Source: an optimization exercise on an open RTL-to-GDS flow (aim: small area). Production flows keep margins and buffers that such runs may drop.
Function was checked by simulation only, so behaviour that the tests miss may differ from the original.
Power is estimated from default activity; no workload was simulated.

File: run.sh
#!/bin/bash
# synth_recipe.tcl (not shown) runs the flow's synth.tcl, then flattens the netlist and writes it again
# the make line also repeats each setting of config.mk as NAME=value (left out here)
make -C /OpenROAD-flow-scripts/flow DESIGN_CONFIG=/design/flow/config.mk WORK_HOME=/design/flow/orfs CLKGATE_MAP_FILE= SYNTH_SCRIPT=/design/flow/synth_recipe.tcl finish
File: config.mk
export PLATFORM = sky130hd
export DESIGN_NAME = pcp_core
export DESIGN_NICKNAME = pcp_core
export VERILOG_FILES = /design/flow/design.v
export SDC_FILE = /design/flow/constraint.sdc
export NUM_CORES = 4
export LEC_CHECK = 0
export CAP_MARGIN = 20
export CORE_MARGIN = 2
export CORE_UTILIZATION = 40
export SLEW_MARGIN = 20
File: constraint.sdc
create_clock -name core_clock -period 10.0 [get_ports {clk}]
set_input_delay 2.0000 -clock core_clock [delete_from_list [all_inputs] [get_ports {clk}]]
set_output_delay 2.0000 -clock core_clock [all_outputs]
set_load 0.01 [all_outputs]
File: design.v
module pcp_rom (
    input  wire [6:0]  addr,
    output reg  [15:0] word
);
    always @(*) begin
        case (addr)
            7'h00: word = 16'h1501;   
            7'h01: word = 16'h2001;   
            7'h02: word = 16'h1801;   
            7'h03: word = 16'h35DC;   
            7'h04: word = 16'h1401;   
            7'h05: word = 16'h300A;   
            7'h06: word = 16'h1301;   
            7'h07: word = 16'h3064;   
            7'h08: word = 16'h1601;   
            7'h09: word = 16'h31F4;   
            7'h0A: word = 16'h509B;   
            7'h0B: word = 16'h40A1;   
            7'h0C: word = 16'h6001;   
            7'h0D: word = 16'h1501;   
            7'h0E: word = 16'h1700;   
            7'h0F: word = 16'h3064;   
            7'h10: word = 16'h1600;   
            7'h11: word = 16'h1300;   
            7'h12: word = 16'h3064;   
            7'h13: word = 16'h1400;   
            7'h14: word = 16'h3064;   
            7'h15: word = 16'h1401;   
            7'h16: word = 16'h300A;   
            7'h17: word = 16'h1301;   
            7'h18: word = 16'h3064;   
            7'h19: word = 16'h1601;   
            7'h1A: word = 16'h7021;   
            7'h1B: word = 16'h4021;   
            7'h1C: word = 16'h3005;   
            7'h1D: word = 16'h4021;   
            7'h1E: word = 16'h3005;   
            7'h1F: word = 16'h4021;   
            7'h20: word = 16'h6000;   
            7'h21: word = 16'h51AB;   
            7'h22: word = 16'h41B1;   
            7'h23: word = 16'h6101;   
            7'h24: word = 16'h4528;   
            7'h25: word = 16'h1500;   
            7'h26: word = 16'h1701;   
            7'h27: word = 16'h7031;   
            7'h28: word = 16'h1501;   
            7'h29: word = 16'h1700;   
            7'h2A: word = 16'h7031;   
            7'h2B: word = 16'h4131;   
            7'h2C: word = 16'h3005;   
            7'h2D: word = 16'h4131;   
            7'h2E: word = 16'h3005;   
            7'h2F: word = 16'h4131;   
            7'h30: word = 16'h6100;   
            7'h31: word = 16'h52BB;   
            7'h32: word = 16'h42C1;   
            7'h33: word = 16'h6201;   
            7'h34: word = 16'h5338;   
            7'h35: word = 16'h2000;   
            7'h36: word = 16'h1800;   
            7'h37: word = 16'h7041;   
            7'h38: word = 16'h2001;   
            7'h39: word = 16'h1801;   
            7'h3A: word = 16'h7041;   
            7'h3B: word = 16'h4241;   
            7'h3C: word = 16'h3005;   
            7'h3D: word = 16'h4241;   
            7'h3E: word = 16'h3005;   
            7'h3F: word = 16'h4241;   
            7'h40: word = 16'h6200;   
            7'h41: word = 16'h300A;   
            7'h42: word = 16'h700A;   
            default: word = 16'h0000;   
        endcase
    end
endmodule
module pcp_core (
    input  wire       clk,
    input  wire       rst_n,       
    input  wire       ms_tick,     
    input  wire [2:0] btn,         
    input  wire       pclk_wave,   
    input  wire       pclk_in,     
    output wire       pwr_ok,
    output wire       dc_ok,
    output wire       halt_req,
    output wire       led_run,
    output wire       led_halt,
    output wire       led_aux,
    output wire       pclk_oe,
    output wire       pclk_out
);
    localparam OP_WR  = 4'h1;
    localparam OP_DIR = 4'h2;
    localparam OP_DLY = 4'h3;
    localparam OP_BRL = 4'h4;
    localparam OP_BRF = 4'h5;
    localparam OP_WRF = 4'h6;
    localparam OP_JMP = 4'h7;
    reg  [6:0]  cs;        
    reg  [11:0] tmr;       
    reg  [5:0]  out_r;     
    reg  [3:0]  flag;      
    reg         fault;     
    reg  [2:0]  btn_s1, btn_s2;
    always @(posedge clk) begin
        if (!rst_n) begin
            btn_s1 <= 3'b111;
            btn_s2 <= 3'b111;
        end else begin
            btn_s1 <= btn;
            btn_s2 <= btn_s1;
        end
    end
    wire [15:0] w;
    pcp_rom u_rom (.addr(cs), .word(w));
    wire [3:0] op  = w[15:12];
    wire [3:0] sel = w[11:8];
    wire [7:0] arg = w[7:0];
    wire [6:0] tgt = arg[6:0];
    wire       s   = arg[7];
    wire wr_ok  = (sel >= 4'd3) && (sel <= 4'd8) && (arg[7:1] == 7'd0);
    wire dir_ok = (sel == 4'd0) && (arg[7:1] == 7'd0);
    wire brl_ok = (sel <= 4'd9);
    wire brf_ok = (sel <= 4'd3);
    wire wrf_ok = (sel <= 4'd2) && (arg[7:1] == 7'd0);
    wire jmp_ok = (sel == 4'd0) && (arg[7] == 1'b0);
    reg line_val;
    always @(*) begin
        case (sel)
            4'd0:    line_val = btn_s2[0];
            4'd1:    line_val = btn_s2[1];
            4'd2:    line_val = btn_s2[2];
            4'd3:    line_val = out_r[0];
            4'd4:    line_val = out_r[1];
            4'd5:    line_val = out_r[2];
            4'd6:    line_val = out_r[3];
            4'd7:    line_val = out_r[4];
            4'd8:    line_val = out_r[5];
            default: line_val = pclk_in;
        endcase
    end
    wire       flag_val = flag[sel[1:0]];
    wire [3:0] wr_idx   = sel - 4'd3;    
    wire [6:0] cs_next  = cs + 7'd1;
    always @(posedge clk) begin
        if (!rst_n) begin
            cs    <= 7'h00;
            tmr   <= 12'd0;
            out_r <= 6'b000000;
            flag  <= 4'b1000;
            fault <= 1'b0;
        end else if (!fault) begin
            if (tmr != 12'd0) begin
                if (ms_tick)
                    tmr <= tmr - 12'd1;
            end else begin
                case (op)
                    OP_WR:
                        if (wr_ok) begin
                            out_r[wr_idx[2:0]] <= arg[0];
                            cs <= cs_next;
                        end else
                            fault <= 1'b1;
                    OP_DIR:
                        if (dir_ok) begin
                            flag[3] <= arg[0];
                            cs <= cs_next;
                        end else
                            fault <= 1'b1;
                    OP_DLY: begin
                        tmr <= w[11:0];
                        cs  <= cs_next;
                    end
                    OP_BRL:
                        if (brl_ok)
                            cs <= (line_val == s) ? tgt : cs_next;
                        else
                            fault <= 1'b1;
                    OP_BRF:
                        if (brf_ok)
                            cs <= (flag_val == s) ? tgt : cs_next;
                        else
                            fault <= 1'b1;
                    OP_WRF:
                        if (wrf_ok) begin
                            flag[sel[1:0]] <= arg[0];
                            cs <= cs_next;
                        end else
                            fault <= 1'b1;
                    OP_JMP:
                        if (jmp_ok)
                            cs <= tgt;
                        else
                            fault <= 1'b1;
                    default:
                        fault <= 1'b1;
                endcase
            end
        end
    end
    assign pwr_ok   = out_r[0];
    assign dc_ok    = out_r[1];
    assign halt_req = out_r[2];
    assign led_run  = out_r[3];
    assign led_halt = out_r[4];
    assign led_aux  = out_r[5];
    assign pclk_oe  = flag[3];
    assign pclk_out = flag[3] & pclk_wave;
endmodule
==> results.toml <==
[status]
status = "no timing/DRC/antenna violations"

[synthesis]
synth_cell_type_count = 99
netlist_instances = 603
syn_nets = 626
syn-cell-area_um2 = 4599
synthArstFlopShare_pct = 0
seq_area_frac_synth_pct = 22.20
ys_dominant_reg_cell = "dfxtp_1"
post-synth-top-count-cell = "nand2_1"
synth_enable_flop_cells = 0
syn_avg_cell_area_um2 = 7.628
yosys.area.top_type_share_pct = 22.20
yosys_register_bits = 51
yosys-top-cells-area = "dfxtp_1, nand2_1, nor2_1"
yosysTopAreaCell = "dfxtp_1"
yosys-top-cells-count = "nand2_1, nor2_1, dfxtp_1"
yosys_warnings = 2

[die]
rows = 39
die-area_um2 = 12370
core_um2 = 11320
fp.dieH_um = 111.2
dieWidth_um = 111.2
initial_core_util_pct = 40.63
ios = 16

[pwr]
vdd_drop_max_uv = 180.6
power_frac_comb_pct = 64.9
p_int_w = 0.0006882
p_clk_share_pct = 12.1
p_seq_share_pct = 23.0
p_switching_w = 0.0007430
p_per_area_nw_per_um2 = 295.8
p_sw_share_pct = 51.91
p_leak_nw = 1.789

[sta]
grt_setup_unrepaired = "false"
finalMaxSlewViolations = 0
fin_setup_tns_ns = 0
final.min_clock_period_ns = 5.562
max-slew-margin-rel_pct = 28.02
setup_ws_ns = 4.438
final_hold_viol_count = 0
worst_pin_slew_ns = 1.071
clock_skew_ns = 0.01206
period_share_pct = 55.62
fmaxAchievable_mhz = 179.8
setup_violations = 0

[critical_path]
end_kind = "register"
critPathBufInv = 2
crit_arrival_ns = 5.76
crit_path_start_kind = "input pin"
crit_type = "in2reg"
cp.required_ns = 10.20
cpMostUsedCell = "nand2_1"
slowest_delay_ns = 0.51
worstPathMaxFanout = 12
crit_path_cell_trace = "clkdlybuf4s50_1 -> xor2_1 -> and3b_1 -> nand2_1 -> and3_4 -> mux2_4 -> a31oi_4 -> nand2_1 -> ha_1 -> inv_1 -> xnor2_1 -> o31ai_4 -> a211oi_2 -> nor4_2"
critPathTopFamily = "simple AND/OR/NAND/NOR gates"
critPathSlowestCell = "ha_1"

[clock_network]
hold_buffers = 0
clockRootBuffer = "clkbuf_16"
clock_latency_ns = 0.30
clk_pin_slew_ns = 0.07
cts_buffers = 5
clock_sinks = 51
clk_path_buf_depth = 2
cts-resized-gates = 0
htreeDepth = 2
cts_tree = "done"
post_cts_buffers = 0

[final_layout]
areaGrowthSynthToFinish_pct = 5.196
num-nets-final = 606
nFillCells = 1170
design_area_um2 = 4838
final_layout_size_suffix_gt1_share_pct = 9.434
n_antenna_cell = 0
final_cells = 726
fin_util_pct = 42.74

[route]
vias_per_cell = 6.547
first_iter_violations = 405
wirelength_um = 14700
wl_per_cell_um = 20.25
drc = 0
dr.pass1.iters = 7
num_vias = 4753
postRouteAntennaNets = 0

[placement]
dp.cells = 719
io_buffers = 15
gp_congestion = 0.9528
dpl_worst_slack_ns = 4.233
dp_hpwl_um = 10770
place_area_um2 = 4695

[global_route]
grt_pass1_vias = 4445
grt_use_total_pct = 23.54
grt_overflow = 0
grt_pass1_wl_um = 23770
antenna_found_initial = 0
grt_max_degree = 31

[run]
drv_cap = 0

[min_path]
min_path_type = "reg2reg"
[state kept, by name (all words and copies together) (netlist names)]
register and cells:
flag 4, fault 1, cs 7, u_rom.word 3
btn_s1 3, w 12, tmr 12, btn_s2 3
out_r 6
[final timing paths]
check | from | end | slack, ns | depth (start not counted)
min reg2reg | btn_s1[2] | btn_s2[2] | 0.41 | 1
max | pclk_in | w[5] | 4.44 | 14
max reg2reg | w[8] | w[5] | 4.95 | 15
min | btn_s1[2] | btn_s2[2] | 0.41 | 1
[per-layer routing]
| metal | up-vias | GRT usage [%] | wire length [um] |
|---|---|---|---|
| met5 | - | 0 | 0 |
| met3 | 36 | 3.280 | 1000 |
| met1 | 2272 | 32.20 | 6595 |
| met2 | 226 | 36.63 | 6600 |
| li1 | 2219 | - | - |
| met4 | 0 | 10.95 | 503 |
[cell families after synthesis]
kind of cell               share of synthesized area, %
xor gates and xnor gates                          2.068
AOI/OAI and AO/OA                                 32.05
DFF                                               22.20
muxes                                             4.597
and+or+nand+nor                                   27.18
buffers and inverters                             7.834
adders and majority gates                         4.081
[per-stage QoR]
stage,hold slack (ns),power (W)
floorplan,0.3863,0.001044
global placement,0.3931,0.001229
detailed placement,0.3955,0.001231
CTS,0.4118,0.001407
global route,0.4185,0.001531
finish,0.4100,0.001431
[area by class of cell]
type	instances	area (um^2)	share of cell area, %
clock buffer	6	138.9	2.870
clock inverter	1	5.005	0.1034
inverter	27	111.4	2.302
multi-input combinational	481	3218	66.51
sequential	51	1021	21.10
tap	143	178.9	3.698
timing repair buffer	17	165.2	3.413
[cells in the final DEF, fill, tap and decap left out, drive strengths merged, types with 4 or more instances in the layout]
cell | Yosys | routed
nand2 | 66 | 66
nor2 | 59 | 59
dfxtp | 51 | 51
a21oi | 42 | 42
o21ai | 27 | 27
inv | 27 | 27
nand3 | 20 | 20
nor3 | 20 | 20
nand2b | 18 | 18
ha | 15 | 15
clkdlybuf4s50 | 0 | 15
mux2i | 14 | 14
o211ai | 13 | 13
a31oi | 12 | 12
a211oi | 12 | 12
nand4 | 9 | 9
and2 | 8 | 8
xnor2 | 8 | 8
or3 | 7 | 7
a32oi | 6 | 6
a311oi | 6 | 6
a22oi | 6 | 6
clkbuf | 19 | 6
o311ai | 6 | 6
a211o | 5 | 5
or2 | 5 | 5
o22ai | 5 | 5
nor4 | 5 | 5
o221ai | 5 | 5
a2111oi | 5 | 5
a21o | 4 | 4
o221a | 4 | 4
o2111ai | 4 | 4
o31ai | 4 | 4
mux2 | 4 | 4
and3 | 4 | 4
or4 | 4 | 4
[power by group through the flow]
stage / logic (W) / clock network [W] / registers, W
after floorplan: 0.000763 / 0 / 0.000281
after global placement: 0.000899 / 0 / 0.000330
final: 0.000929 / 0.000173 / 0.000329
after global routing: 0.00101 / 0.000186 / 0.000336
after CTS: 0.000905 / 0.000176 / 0.000327
after detailed placement: 0.000900 / 0 / 0.000331

==> re-timing with driven ports <==
How much do the figures lean on ideal ports? The routed layout below was timed once more, with nothing changed but the port constraints.
Step 1 (the two cells are an assumption about what drives the block):
set clk [get_ports {clk}]
set_driving_cell -lib_cell sky130_fd_sc_hd__clkbuf_16 $clk
set_driving_cell -lib_cell sky130_fd_sc_hd__buf_2 [delete_from_list [all_inputs] $clk]
Step 2 times the ports against the registers' clock, not the clock port: input delays grow and output delays shrink by t, the midpoint of the rising clock arrivals with the driver on.
Three values: no drivers, after step 1, after step 2; two values: the first two.
shift t [ns]: 0.329
setup slack, ns: 4.438 / 4.450 / 4.121
hold WS [ns]: 0.410 / 0.410 / 0.410
After both steps setup and hold are still met in this run. The setup slack of this run moves by +0.012 ns with the drivers and by -0.317 ns with both steps.
